Background: an optimization exercise with open tools, aiming at small area, a short achievable clock period and few clock cycles per item. Do not read the settings as production practice. Where RTL was checked, it was by simulation tests only, not by an equivalence proof against the original. For run 2, only the layout was checked, not whether the RTL still works.

==> flow/design.v (outline; a module is shown in full before it is edited, if it fits) <==
// module iq_mul24: 1869 lines
// module iq_cvt: 33 lines
// module intgemm_quant4: 184 lines
module intgemm_quant4 (
    input  wire         clk,
    input  wire         rst,         
    input  wire         in_valid,
    output wire         in_ready,
    input  wire         in_mode8,    
    input  wire [31:0]  in_scale,
    input  wire [127:0] in_data,     
    output reg          out_valid,
    input  wire         out_ready,
    output reg  [63:0]  out_codes    
);
  // ...
==> flow/run.sh <==
#!/bin/bash
# synth_recipe.tcl (not shown) runs the flow's synth.tcl, then flattens the netlist and writes it again
# the make line also repeats each setting of config.mk as NAME=value (left out here)
make -C /OpenROAD-flow-scripts/flow DESIGN_CONFIG=/design/flow/config.mk WORK_HOME=/design/flow/orfs CLKGATE_MAP_FILE= SYNTH_SCRIPT=/design/flow/synth_recipe.tcl finish
==> flow/config.mk <==
export PLATFORM = sky130hd
export DESIGN_NAME = intgemm_quant4
export DESIGN_NICKNAME = intgemm_quant4
export VERILOG_FILES = /design/flow/design.v
export SDC_FILE = /design/flow/constraint.sdc
export NUM_CORES = 4
export LEC_CHECK = 0
export ABC_AREA = 1
export ABC_CLOCK_PERIOD_IN_PS = 6000
export CAP_MARGIN = 20
export CORE_MARGIN = 2
export CORE_UTILIZATION = 45
export PLACE_DENSITY = 0.55
export SLEW_MARGIN = 20
==> flow/constraint.sdc <==
create_clock -name core_clock -period 24.0 [get_ports {clk}]
set_input_delay 4.8000 -clock core_clock [delete_from_list [all_inputs] [get_ports {clk}]]
set_output_delay 4.8000 -clock core_clock [all_outputs]
set_load 0.01 [all_outputs]
==> impl_metrics.prom, run 1 <==
# TYPE chip_impl_metric gauge
chip_impl_metric{name="worstPathRequired",unit="ns"} 24.47
chip_impl_info{name="hp-start",value="s1_mode8"} 1
chip_impl_info{name="worstHoldEndpoint",value="s2_mode8"} 1
chip_impl_info{name="outcome",value="finished clean"} 1
chip_impl_metric{name="flops_and_latches",unit=""} 445
chip_impl_info{name="clockRootBuffer",value="sky130_fd_sc_hd__clkbuf_16"} 1
chip_impl_metric{name="synthesized_netlist_net_count",unit=""} 13040
chip_impl_info{name="crit_path_end",value="s2_v[3][17]"} 1
chip_impl_metric{name="regArea",unit="sq um"} 13310
chip_impl_metric{name="yosys.area.top_type_share",unit="%"} 23.31
chip_impl_metric{name="fillCellCount",unit=""} 19570
chip_impl_metric{name="yosys_register_bits",unit=""} 445
chip_impl_metric{name="worst_path_largest_cell_delay",unit="ns"} 0.79
chip_impl_metric{name="synth_seq_area_share",unit="%"} 15.12
chip_impl_metric{name="fraction_of_layout_cells_with_a_size_suffix_above_1",unit="%"} 3.846
chip_impl_metric{name="drt-wirelength-per-cell",unit="microns"} 26.10
chip_impl_metric{name="finalWorstSetupSlack",unit="ns"} 15.12
chip_impl_info{name="synth.cells.most_frequent",value="sky130_fd_sc_hd__inv_1, sky130_fd_sc_hd__nand2_1, sky130_fd_sc_hd__xor2_1"} 1
chip_impl_metric{name="postPlaceCellArea",unit="sq um"} 92370
chip_impl_info{name="grt_setup_unrepaired",value="false"} 1
chip_impl_info{name="max_flop_register",value="s1_frc"} 1
chip_impl_info{name="mostFrequentLayoutCells",value="sky130_fd_sc_hd__inv_1, sky130_fd_sc_hd__nand2_1, sky130_fd_sc_hd__xor2_1, sky130_fd_sc_hd__o22ai_1, sky130_fd_sc_hd__fa_1"} 1
chip_impl_metric{name="synth-compound-area-share",unit="%"} 14.35
chip_impl_info{name="slowest_stage",value="sky130_fd_sc_hd__clkinv_2"} 1
chip_impl_metric{name="antenna_violating_nets_post_route",unit=""} 0
chip_impl_metric{name="final.setup.tns",unit="ns"} 0
chip_impl_metric{name="drc",unit=""} 0
chip_impl_metric{name="maxClockFrequency",unit="MHz"} 112.6
chip_impl_metric{name="met1Wirelength",unit="microns"} 142600
chip_impl_metric{name="die_height",unit="microns"} 446.3
chip_impl_info{name="beginning_of_the_worst_register_to_register_path",value="s1_frc[4][9]"} 1
chip_impl_metric{name="ff2ff_path_depth",unit=""} 26
chip_impl_metric{name="detailedRoute.firstIterationViolations",unit=""} 8564
chip_impl_info{name="tritoncts_clock_tree",value="built"} 1
chip_impl_metric{name="worst-slew-pin-transition",unit="ns"} 1.175
Testbench counts, summed over its fixed seeds: cycles 8,024, items 8,000.
==> module intgemm_quant4, before the edit <==
module intgemm_quant4 (
    input  wire         clk,
    input  wire         rst,         
    input  wire         in_valid,
    output wire         in_ready,
    input  wire         in_mode8,    
    input  wire [31:0]  in_scale,
    input  wire [127:0] in_data,     
    output reg          out_valid,
    input  wire         out_ready,
    output reg  [63:0]  out_codes    
);
    reg         s1_valid;
    reg         s1_mode8;
    reg  [4:0]  s1_sgn;
    reg  [4:0]  s1_sub;      
    reg  [4:0]  s1_h;        
    reg  [7:0]  s1_exp [0:4];
    reg  [22:0] s1_frc [0:4];
    reg         k_valid;     
    wire        adv = !k_valid;
    wire [159:0] opnd = {in_scale, in_data};
    wire [4:0]   shift;
    wire [4:0]   big_e;
    wire [4:0]   rel;
    genvar r;
    generate
        for (r = 0; r < 5; r = r + 1) begin : relv
            assign big_e[r] = !s1_sub[r] && (s1_exp[r][7:2] == 6'b111111) && (s1_exp[r][1:0] != 2'b11);
        end
    endgenerate
    assign rel = {|big_e[3:0], {4{big_e[4]}}};
    reg          busy;
    wire [4:0]   in_big;     
    wire [4:0]   in_nrm;     
    generate
        for (r = 0; r < 5; r = r + 1) begin : relin
            wire [31:0] f = opnd[32*r +: 32];
            assign in_big[r] = (f[30:25] == 6'b111111) && (f[24:23] != 2'b11);
            assign in_nrm[r] = (f[30:23] == 8'd0) && (f[22:0] != 23'd0);
        end
    endgenerate
    wire         busy_in = |(in_nrm & {|in_big[3:0], {4{in_big[4]}}});
    assign in_ready = !s1_valid || !(k_valid || busy);
    always @(posedge clk) begin
        if (in_ready)
            busy <= busy_in;
        else
            busy <= |(shift & ~{s1_frc[4][22], s1_frc[3][22], s1_frc[2][22], s1_frc[1][22], s1_frc[0][22]});
    end
    genvar o;
    generate
        for (o = 0; o < 5; o = o + 1) begin : op
            wire [31:0] f = opnd[32*o +: 32];
            assign shift[o] = s1_valid && s1_sub[o] && !s1_h[o] && (s1_frc[o] != 23'd0) && rel[o];
            always @(posedge clk) begin
                if (in_ready) begin
                    s1_sgn[o] <= f[31];
                    s1_exp[o] <= f[30:23];
                    s1_frc[o] <= f[22:0];
                    s1_sub[o] <= (f[30:23] == 8'd0);
                    s1_h[o]   <= (f[30:23] != 8'd0);
                end else if (shift[o]) begin
                    s1_exp[o] <= s1_exp[o] - 8'd1;
                    s1_frc[o] <= {s1_frc[o][21:0], 1'b0};
                    s1_h[o]   <= s1_frc[o][22];
                end
            end
        end
    endgenerate
    always @(posedge clk) begin
        if (rst)
            s1_valid <= 1'b0;
        else if (in_ready)
            s1_valid <= in_valid;
        if (in_ready)
            s1_mode8 <= in_mode8;
    end
    wire        sc_sub  = s1_sub[4];
    wire        sc_zero = !s1_h[4] && (s1_frc[4] == 23'd0);
    wire        sc_spec = !sc_sub && (s1_exp[4] == 8'hFF);
    wire        sc_nan  = sc_spec && (s1_frc[4] != 23'd0);
    wire        sc_inf  = sc_spec && (s1_frc[4] == 23'd0);
    wire [9:0]  sc_e    = {2'b00, s1_exp[4]} - (sc_sub ? 10'd255 : 10'd0);
    wire [25:0] bb = {2'b01, s1_frc[4]};
    wire [11:0] b_one, b_two, b_neg;
    genvar j;
    generate
        for (j = 0; j < 12; j = j + 1) begin : benc
            wire b2 = bb[2*j+1];
            wire b1 = bb[2*j];
            wire b0 = (j == 0) ? 1'b0 : bb[2*j-1];
            assign b_one[j] = b1 ^ b0;
            assign b_two[j] = (b2 & ~b1 & ~b0) | (~b2 & b1 & b0);
            assign b_neg[j] = b2;
        end
    endgenerate
    reg         s2_valid;
    reg         s2_mode8;
    reg  [24:0] s2_v   [0:3];
    reg  [3:0]  s2_m22;
    reg  [3:0]  s2_st;
    reg  [4:0]  s2_sh  [0:3];
    reg  [1:0]  s2_cls [0:3];
    reg  [3:0]  s2_sgn;
    always @(posedge clk) begin
        if (rst)
            s2_valid <= 1'b0;
        else if (adv)
            s2_valid <= s1_valid && !busy;
        if (adv)
            s2_mode8 <= s1_mode8;
    end
    wire [63:0] codes;
    genvar l;
    generate
        for (l = 0; l < 4; l = l + 1) begin : lane
            wire [47:0] m;
            iq_mul24 u_mul (
                .a   (s1_frc[l]),
                .one (b_one),
                .two (b_two),
                .neg (b_neg),
                .p   (m)
            );
            wire        x_sub  = s1_sub[l];
            wire        x_zero = !s1_h[l] && (s1_frc[l] == 23'd0);
            wire        x_spec = !x_sub && (s1_exp[l] == 8'hFF);
            wire        x_nan  = x_spec && (s1_frc[l] != 23'd0);
            wire        x_inf  = x_spec && (s1_frc[l] == 23'd0);
            wire [9:0]  x_e    = {2'b00, s1_exp[l]} - (x_sub ? 10'd255 : 10'd0);
            wire [10:0] e      = {x_e[9], x_e} + {sc_e[9], sc_e} - 11'd254;
            wire        e_hi   = !e[10] && (e[9:0] >= 10'd16);
            wire        e_lo   = e[10] ? (e[9:0] < 10'h3FE) : 1'b0;    
            wire nan  = x_nan || sc_nan || (x_inf && sc_zero) || (sc_inf && x_zero);
            wire inf  = x_inf || sc_inf;
            wire zero = x_zero || sc_zero || (x_sub && sc_sub) || e_lo;
            wire [1:0] cls = nan ? 2'd3 : inf ? 2'd2 : zero ? 2'd1 : e_hi ? 2'd2 : 2'd0;
            wire [10:0] shw = 11'd15 - e;
            always @(posedge clk) begin
                if (adv) begin
                    s2_v[l]   <= m[47:23];
                    s2_m22[l] <= m[22];
                    s2_st[l]  <= |m[21:0];
                    s2_sh[l]  <= shw[4:0];
                    s2_cls[l] <= cls;
                    s2_sgn[l] <= s1_sgn[l] ^ s1_sgn[4];
                end
            end
            iq_cvt u_cvt (
                .v     (s2_v[l]),
                .m22   (s2_m22[l]),
                .st    (s2_st[l]),
                .sh    (s2_sh[l]),
                .cls   (s2_cls[l]),
                .sign  (s2_sgn[l]),
                .mode8 (s2_mode8),
                .code  (codes[16*l +: 16])
            );
        end
    endgenerate
    reg  [63:0] skid;
    wire        push = adv && s2_valid;
    wire        xfer = out_valid && out_ready;
    always @(posedge clk) begin
        if (rst) begin
            out_valid <= 1'b0;
            k_valid   <= 1'b0;
        end else if (k_valid) begin
            if (xfer)
                k_valid <= 1'b0;
        end else if (push) begin
            if (out_valid && !xfer)
                k_valid <= 1'b1;
            out_valid <= 1'b1;
        end else if (xfer) begin
            out_valid <= 1'b0;
        end
        if (k_valid ? xfer : (push && (!out_valid || xfer)))
            out_codes <= k_valid ? skid : codes;
        if (!k_valid && push && out_valid && !xfer)
            skid <= codes;
    end
endmodule
==> run 2, diff against run 1 <==
==> flow/design.v (replaced) <==
module fmul32 (
    input  wire [31:0] a,
    input  wire [31:0] b,
    output reg  [31:0] p
);
    wire        sa = a[31];
    wire        sb = b[31];
    wire [7:0]  ea = a[30:23];
    wire [7:0]  eb = b[30:23];
    wire [22:0] fa = a[22:0];
    wire [22:0] fb = b[22:0];
    wire a_nan  = (ea == 8'hFF) && (fa != 0);
    wire b_nan  = (eb == 8'hFF) && (fb != 0);
    wire a_inf  = (ea == 8'hFF) && (fa == 0);
    wire b_inf  = (eb == 8'hFF) && (fb == 0);
    wire a_zero = (ea == 8'h00) && (fa == 0);
    wire b_zero = (eb == 8'h00) && (fb == 0);
    wire sp     = sa ^ sb;
    wire [23:0] ma = {ea != 0, fa};
    wire [23:0] mb = {eb != 0, fb};
    wire [9:0]  xa = (ea == 0) ? 10'd1 : {2'b00, ea};
    wire [9:0]  xb = (eb == 0) ? 10'd1 : {2'b00, eb};
    wire [47:0] prod = ma * mb;
    reg  [5:0]  lead;
    integer i;
    always @* begin
        lead = 6'd0;
        for (i = 0; i < 48; i = i + 1)
            if (prod[i]) lead = i[5:0];
    end
    wire signed [11:0] be = $signed({6'b0, lead}) + $signed({2'b0, xa}) + $signed({2'b0, xb}) - 12'sd173;
    wire [47:0] norm = prod << (6'd47 - lead);
    wire [11:0] rsh_full = 12'sd1 - be;
    wire [6:0]  rsh = (be > 0) ? 7'd0 : ((rsh_full > 12'd60) ? 7'd60 : rsh_full[6:0]);
    wire [95:0] wide = {norm, 48'b0} >> rsh;
    wire [23:0] mant   = wide[95:72];
    wire        rbit   = wide[71];
    wire        sticky = |wide[70:0];
    wire [7:0]  efield = (be > 0) ? be[7:0] : 8'd0;
    wire        inc     = rbit & (sticky | mant[0]);
    wire [30:0] rounded = {efield, mant[22:0]} + {30'b0, inc};
    always @* begin
        if (a_nan)
            p = {a[31], 8'hFF, 1'b1, a[21:0]};
        else if (b_nan)
            p = {b[31], 8'hFF, 1'b1, b[21:0]};
        else if ((a_inf && b_zero) || (b_inf && a_zero))
            p = 32'hFFC00000;
        else if (a_inf || b_inf)
            p = {sp, 8'hFF, 23'b0};
        else if (a_zero || b_zero)
            p = {sp, 31'b0};
        else if (be >= 12'sd255 || rounded[30:23] == 8'hFF)
            p = {sp, 8'hFF, 23'b0};
        else
            p = {sp, rounded};
    end
endmodule
module f2int_sat (
    input  wire [31:0] f,
    input  wire        mode8,    
    output reg  [15:0] code
);
    wire        s    = f[31];
    wire [7:0]  e    = f[30:23];
    wire [22:0] frac = f[22:0];
    wire        nan  = (e == 8'hFF) && (frac != 0);
    wire [23:0] sig = {1'b1, frac};
    wire [7:0]  shf = 8'd150 - e;                  
    wire [4:0]  sh  = shf[4:0];
    wire [47:0] fx    = {sig, 24'b0} >> sh;        
    wire [16:0] ipart = fx[40:24];
    wire        rbit  = fx[23];
    wire        stk   = |fx[22:0];
    wire [17:0] mag   = {1'b0, ipart} + {17'b0, rbit & (stk | ipart[0])};
    wire        tiny = (e < 8'd126);
    wire        huge   = (e >= 8'd143);
    wire [17:0] lim_pos = mode8 ? 18'd127 : 18'd32767;
    wire [17:0] lim_neg = mode8 ? 18'd128 : 18'd32768;
    wire [15:0] max_c   = mode8 ? 16'h007F : 16'h7FFF;
    wire [15:0] min_c   = mode8 ? 16'hFF80 : 16'h8000;
    always @* begin
        if (nan)
            code = min_c;
        else if (tiny)
            code = 16'd0;
        else if (huge)
            code = s ? min_c : max_c;
        else if (!s)
            code = (mag > lim_pos) ? max_c : mag[15:0];
        else
            code = (mag > lim_neg) ? min_c : (16'd0 - mag[15:0]);
    end
endmodule
module intgemm_quant4 (
    input  wire         clk,
    input  wire         rst,         
    input  wire         in_valid,
    output wire         in_ready,
    input  wire         in_mode8,    
    input  wire [31:0]  in_scale,
    input  wire [127:0] in_data,     
    output reg          out_valid,
    input  wire         out_ready,
    output reg  [63:0]  out_codes    
);
    reg         s1_valid;
    reg         s1_mode8;
    reg [31:0]  s1_scale;
    reg [127:0] s1_data;
    wire out_adv = !out_valid || out_ready;
    assign in_ready = !s1_valid || out_adv;
    always @(posedge clk) begin
        if (rst) begin
            s1_valid <= 1'b0;
        end else if (in_ready) begin
            s1_valid <= in_valid;
        end
        if (in_ready && in_valid) begin
            s1_mode8 <= in_mode8;
            s1_scale <= in_scale;
            s1_data  <= in_data;
        end
    end
    wire [63:0] codes;
    genvar l;
    generate
        for (l = 0; l < 4; l = l + 1) begin : lane
            wire [31:0] prod;
            fmul32 u_mul (
                .a (s1_data[32*l +: 32]),
                .b (s1_scale),
                .p (prod)
            );
            f2int_sat u_cvt (
                .f     (prod),
                .mode8 (s1_mode8),
                .code  (codes[16*l +: 16])
            );
        end
    endgenerate
    always @(posedge clk) begin
        if (rst) begin
            out_valid <= 1'b0;
        end else if (out_adv) begin
            out_valid <= s1_valid;
        end
        if (out_adv && s1_valid) begin
            out_codes <= codes;
        end
    end
endmodule
--- a/flow/config.mk
+++ b/flow/config.mk
@@ -6,9 +6,7 @@
 export NUM_CORES = 4
 export LEC_CHECK = 0
-export ABC_AREA = 1
-export ABC_CLOCK_PERIOD_IN_PS = 6000
 export CAP_MARGIN = 20
 export CORE_MARGIN = 2
-export CORE_UTILIZATION = 45
-export PLACE_DENSITY = 0.55
+export CORE_UTILIZATION = 30
+export PLACE_DENSITY = 0.4
 export SLEW_MARGIN = 20
==> run 2 against run 1 <==
Against the previous run:
- still clean on timing, DRC and antenna
- clock-buffer cell count shrank 21
- worst setup slack lost 14 ns
- design area grew 77%
- global-route usage shrank 7.3 points
- clock skew grew 0.014 ns
- cell count grew 91%
- core utilization shrank 15 points
- die area grew to 2.6 times the previous value
- critical path type unchanged
- largest cell class unchanged
- highest routed layer unchanged
==> impl_metrics.prom, run 2 <==
# TYPE chip_impl_metric gauge
chip_impl_metric{name="design.die.area",unit="sq um"} 511300
chip_impl_metric{name="cts_inserted_buffers",unit=""} 38
chip_impl_metric{name="drt-wirelength-per-cell",unit="microns"} 28.21
chip_impl_metric{name="num_vias",unit=""} 154400
chip_impl_metric{name="yosys_register_bits",unit=""} 227
chip_impl_metric{name="worst-slew-pin-transition",unit="ns"} 1.248
chip_impl_metric{name="post_synth_inst_count",unit=""} 19800
chip_impl_metric{name="synthesized_netlist_net_count",unit=""} 22770
chip_impl_metric{name="setup_viol",unit=""} 0
chip_impl_info{name="hold_path_class",value="reg -> reg"} 1
chip_impl_metric{name="global_route.usage.met2",unit="%"} 46.04
chip_impl_metric{name="gpl.final_weighted_congestion",unit=""} 0.9716
chip_impl_metric{name="postPlaceCellArea",unit="sq um"} 164300
chip_impl_metric{name="finalCritPeriodShare",unit="%"} 95.21
chip_impl_metric{name="global_route_wire_length_before_repair",unit="microns"} 1096000
chip_impl_metric{name="worst-path-max-fanout",unit=""} 36
chip_impl_metric{name="final_hold_violating_endpoints",unit=""} 0
chip_impl_metric{name="growth_of_design_area_from_synthesis_to_finish",unit="%"} 9.884
chip_impl_metric{name="finalClockSkew",unit="ns"} 0.06153
chip_impl_metric{name="initial_utilization",unit="%"} 30.06
chip_impl_metric{name="min_period",unit="ns"} 22.85
chip_impl_info{name="tritoncts_clock_tree",value="built"} 1
chip_impl_metric{name="maximum_number_of_pins_on_one_net_before_global_route_repair",unit=""} 76
chip_impl_info{name="worst_setup_path_end_kind",value="flip-flop"} 1
chip_impl_info{name="post_synth_main_area_contributors",value="sky130_fd_sc_hd__fa_1, sky130_fd_sc_hd__and2_1, sky130_fd_sc_hd__ha_1, sky130_fd_sc_hd__inv_1, sky130_fd_sc_hd__edfxtp_1"} 1
chip_impl_metric{name="firstDrtPassIters",unit=""} 7
chip_impl_metric{name="num_io_pins",unit=""} 231
chip_impl_metric{name="yosys.cell_types.count",unit=""} 146
chip_impl_metric{name="edff_count_synth",unit=""} 225
chip_impl_metric{name="grt_util_all_layers",unit="%"} 28.42
chip_impl_metric{name="gr-total-overflow",unit=""} 0
chip_impl_metric{name="rows",unit=""} 261
chip_impl_info{name="beginning_of_the_worst_register_to_register_path",value="s1_data[24]"} 1
chip_impl_metric{name="use_met3",unit="%"} 2.999
chip_impl_metric{name="ff2ff_path_depth",unit=""} 88
chip_impl_metric{name="drc",unit=""} 0
chip_impl_metric{name="grt_use_met1",unit="%"} 38.51
chip_impl_metric{name="fp.dieW",unit="microns"} 715.1
chip_impl_info{name="worstReg2RegEnd",value="out_codes[10]"} 1
chip_impl_metric{name="grt_pass1_vias",unit=""} 155600
chip_impl_info{name="worstHoldEndpoint",value="out_valid"} 1
chip_impl_metric{name="cts.sinks",unit=""} 227
chip_impl_metric{name="timing.hold.worst_path_depth",unit=""} 2
chip_impl_metric{name="final_design_area_no_fill",unit="sq um"} 166700
chip_impl_metric{name="async_flop_share",unit="%"} 0
chip_impl_metric{name="number_of_standard_cells_in_the_final_layout_excluding_fillers",unit=""} 26430
chip_impl_info{name="clockRootBuffer",value="sky130_fd_sc_hd__clkbuf_16"} 1
chip_impl_metric{name="drt_wl_total",unit="microns"} 745500
chip_impl_info{name="most_used_layer_global_route",value="met2"} 1
chip_impl_metric{name="buffers_on_ports",unit=""} 230
chip_impl_metric{name="worst_path_largest_cell_delay",unit="ns"} 0.60
chip_impl_metric{name="antenna_violating_nets_post_route",unit=""} 0
chip_impl_info{name="largestRegisters",value="s1_data: 128 flops, out_codes: 64 flops, s1_scale: 32 flops"} 1
chip_impl_metric{name="core_area",unit="sq um"} 504500
chip_impl_info{name="criticalPathCategory",value="reg -> reg"} 1
chip_impl_metric{name="die_height",unit="microns"} 715.1
chip_impl_metric{name="cts.reportedPaths.clkPinSlew",unit="ns"} 0.06
chip_impl_metric{name="clock_insertion_delay_at_the_later_pin_of_the_skew_report",unit="ns"} 0.75
chip_impl_metric{name="detailed_place_hpwl",unit="microns"} 595100
chip_impl_info{name="slowest_stage",value="sky130_fd_sc_hd__or4_1"} 1
chip_impl_info{name="most_common_cell_after_layout_fill_and_taps_aside",value="sky130_fd_sc_hd__inv_1"} 1
chip_impl_metric{name="antenna_found_initial",unit=""} 48
chip_impl_metric{name="r2r_slack",unit="ns"} 1.15
chip_impl_metric{name="timing_max_transition_violations_final",unit=""} 0
chip_impl_info{name="synth.largest_area_cell",value="sky130_fd_sc_hd__fa_1"} 1
chip_impl_metric{name="ys_warn_count",unit=""} 3
chip_impl_info{name="hp-start",value="s1_valid"} 1
chip_impl_metric{name="synth_seq_area_share",unit="%"} 4.481
chip_impl_info{name="synth-main-ff-cell",value="sky130_fd_sc_hd__edfxtp_1"} 1
chip_impl_metric{name="max_ffs_per_register",unit=""} 128
chip_impl_info{name="leading_cell_type_by_number_of_instances_after_synthesis",value="sky130_fd_sc_hd__inv_1"} 1
chip_impl_metric{name="final.setup.tns",unit="ns"} 0
chip_impl_metric{name="detailedRoute.firstIterationViolations",unit=""} 13930
chip_impl_metric{name="yosys.area.top_type_share",unit="%"} 25.55
chip_impl_info{name="synth.cells.most_frequent",value="sky130_fd_sc_hd__inv_1, sky130_fd_sc_hd__and2_1, sky130_fd_sc_hd__fa_1"} 1
chip_impl_metric{name="max_cap_violations",unit=""} 0
chip_impl_metric{name="fraction_of_layout_cells_with_a_size_suffix_above_1",unit="%"} 8.263
chip_impl_metric{name="crit_arrival",unit="ns"} 23.28
chip_impl_metric{name="worst_slew_margin_rel",unit="%"} 16.15
chip_impl_info{name="outcome",value="finished clean"} 1
chip_impl_metric{name="post_synth.cell_area_avg",unit="sq um"} 7.662
chip_impl_metric{name="viasPerCell",unit=""} 5.840
chip_impl_metric{name="clockBufferDepth",unit=""} 3
chip_impl_metric{name="maxClockFrequency",unit="MHz"} 43.76
chip_impl_metric{name="nNetsFinal",unit=""} 22630
chip_impl_info{name="worst_path_most_repeated_cell",value="sky130_fd_sc_hd__ha_1"} 1
chip_impl_metric{name="ctsHtreeMaxLevel",unit=""} 2
chip_impl_info{name="mostFrequentLayoutCells",value="sky130_fd_sc_hd__inv_1, sky130_fd_sc_hd__and2_1, sky130_fd_sc_hd__fa_1, sky130_fd_sc_hd__nand2_1, sky130_fd_sc_hd__nor2_1"} 1
chip_impl_metric{name="worstPathRequired",unit="ns"} 24.43
chip_impl_metric{name="total_instance_count_after_detailed_placement",unit=""} 26300
chip_impl_info{name="max_flop_register",value="s1_data"} 1
chip_impl_metric{name="fillCellCount",unit=""} 54750
chip_impl_metric{name="syn_area",unit="sq um"} 151700
chip_impl_metric{name="post_cts_hold_buffer_count",unit=""} 0
chip_impl_info{name="startpoint_type",value="flip-flop"} 1
==> run 2: cell types whose count changed in the layout (fill, tap and decap cells not counted), moves of 470 or more <==
cell / previous run / this run
sky130_fd_sc_hd__xor2_1: 1217 / 96
sky130_fd_sc_hd__buf_4: 162 / 809
sky130_fd_sc_hd__nor3_1: 73 / 594
sky130_fd_sc_hd__a21oi_1: 401 / 903
sky130_fd_sc_hd__inv_1: 1900 / 2370
sky130_fd_sc_hd__o22ai_1: 1063 / 177
sky130_fd_sc_hd__nor2_1: 599 / 1186
sky130_fd_sc_hd__and2_1: 11 / 2213
sky130_fd_sc_hd__fa_1: 1025 / 1936
==> run 2: area by class of cell <==
cell class              instances  area (sq um)  share of cell area (%)
inverters                    2394          8989                   5.393
diodes                         35         87.58                 0.05255
multi-input cells           15900        131700                   79.00
clock inverters                24         234.0                  0.1404
well taps                    6706          8391                   5.034
flip-flops and latches        227          6797                   4.078
repair buffers               1100          9533                   5.719
clock buffers                  42         965.9                  0.5795
==> run 2: cell families after synthesis <==
family | count (synthesis) | synth area share (%)
AO/OA/AOI/OAI | 4845 | 22.62
XOR/XNOR | 312 | 1.802
adder cells (fa/ha/maj) | 2805 | 32.72
buffers and inverters | 3668 | 9.446
flip-flops | 227 | 4.481
multiplexers | 326 | 2.332
AND/OR/NAND/NOR | 7614 | 26.60
==> run 2: how the worst max path moves through the flow <==
stage	endpoint	from	slack, ns
finish	out_codes[10]	s1_data[24]	1.15
global route	out_codes[10]	s1_scale[24]	-0.04
CTS	out_codes[10]	s1_scale[27]	0.005
detailed placement	out_codes[10]	s1_scale[27]	-0.27
global placement	out_codes[10]	s1_scale[27]	-0.13
floorplan	out_codes[27]	s1_scale[0]	1.39
==> run 2: per-stage QoR <==
stage	utilization (%)	hold slack, ns	worst slack (ns)
after floorplan	-	0.4778	1.389
after global placement	32.54	0.5197	-0.1339
after detailed placement	32.55	0.5169	-0.2734
after CTS	32.80	0.5353	0.005054
after global routing	33.02	0.5702	-0.04446
final	33.04	0.5282	1.149
==> run 2: what timing repair did <==
item,CTS,global route
pin swaps,1,10
gates resized for setup,4,153
setup buffers,0,28
gates cloned,1,0
endpoints found under the setup margin,15,64
==> run 2: layer usage <==
layer  vias up  routed length (microns)
met3      1186                    42650
met2      5773                   338000
li1      69070                        -
met5         -                      107
met1     78320                   327500
met4        16                    37200
==> run 2: worst max-delay path: cells and delay by family, from the launching register on <==
family / cells / cell delay [ns]
AO/OA/AOI/OAI: 32 / 6.99
flip-flops: 1 / 0.57
adder cells (fa/ha/maj): 15 / 5.88
XOR/XNOR: 1 / 0.10
AND/OR/NAND/NOR: 31 / 7.61
buffers and inverters: 9 / 1.35

## separate check: timing with driven ports
The results above use ideal ports. As a check the final layouts listed here were re-extracted and re-timed, cells and wires unchanged. Step 1, drivers: a clkbuf_16 drives clk and a buf_2 each remaining input, both assumed. Step 2 adds t to the input delays and takes it off the output delays; t is the mean of the earliest and latest rising clock arrival at the registers after step 1. Input paths then give back, and output paths get back, about the clock's delay inside the block. a / b / c = no drivers / after step 1 / after step 2; a / b = the first two.
run	shift t [ns]	slack for setup (ns)	clock arrival spread, ns	worst data-port slew with drivers (ns)
run 1	0.818	15.116 / 15.116 / 15.116	0.048 / 0.048	0.11
run 2	0.825	1.149 / 1.149 / 1.149	0.063 / 0.063	0.18
After both steps every run listed still meets setup and hold.
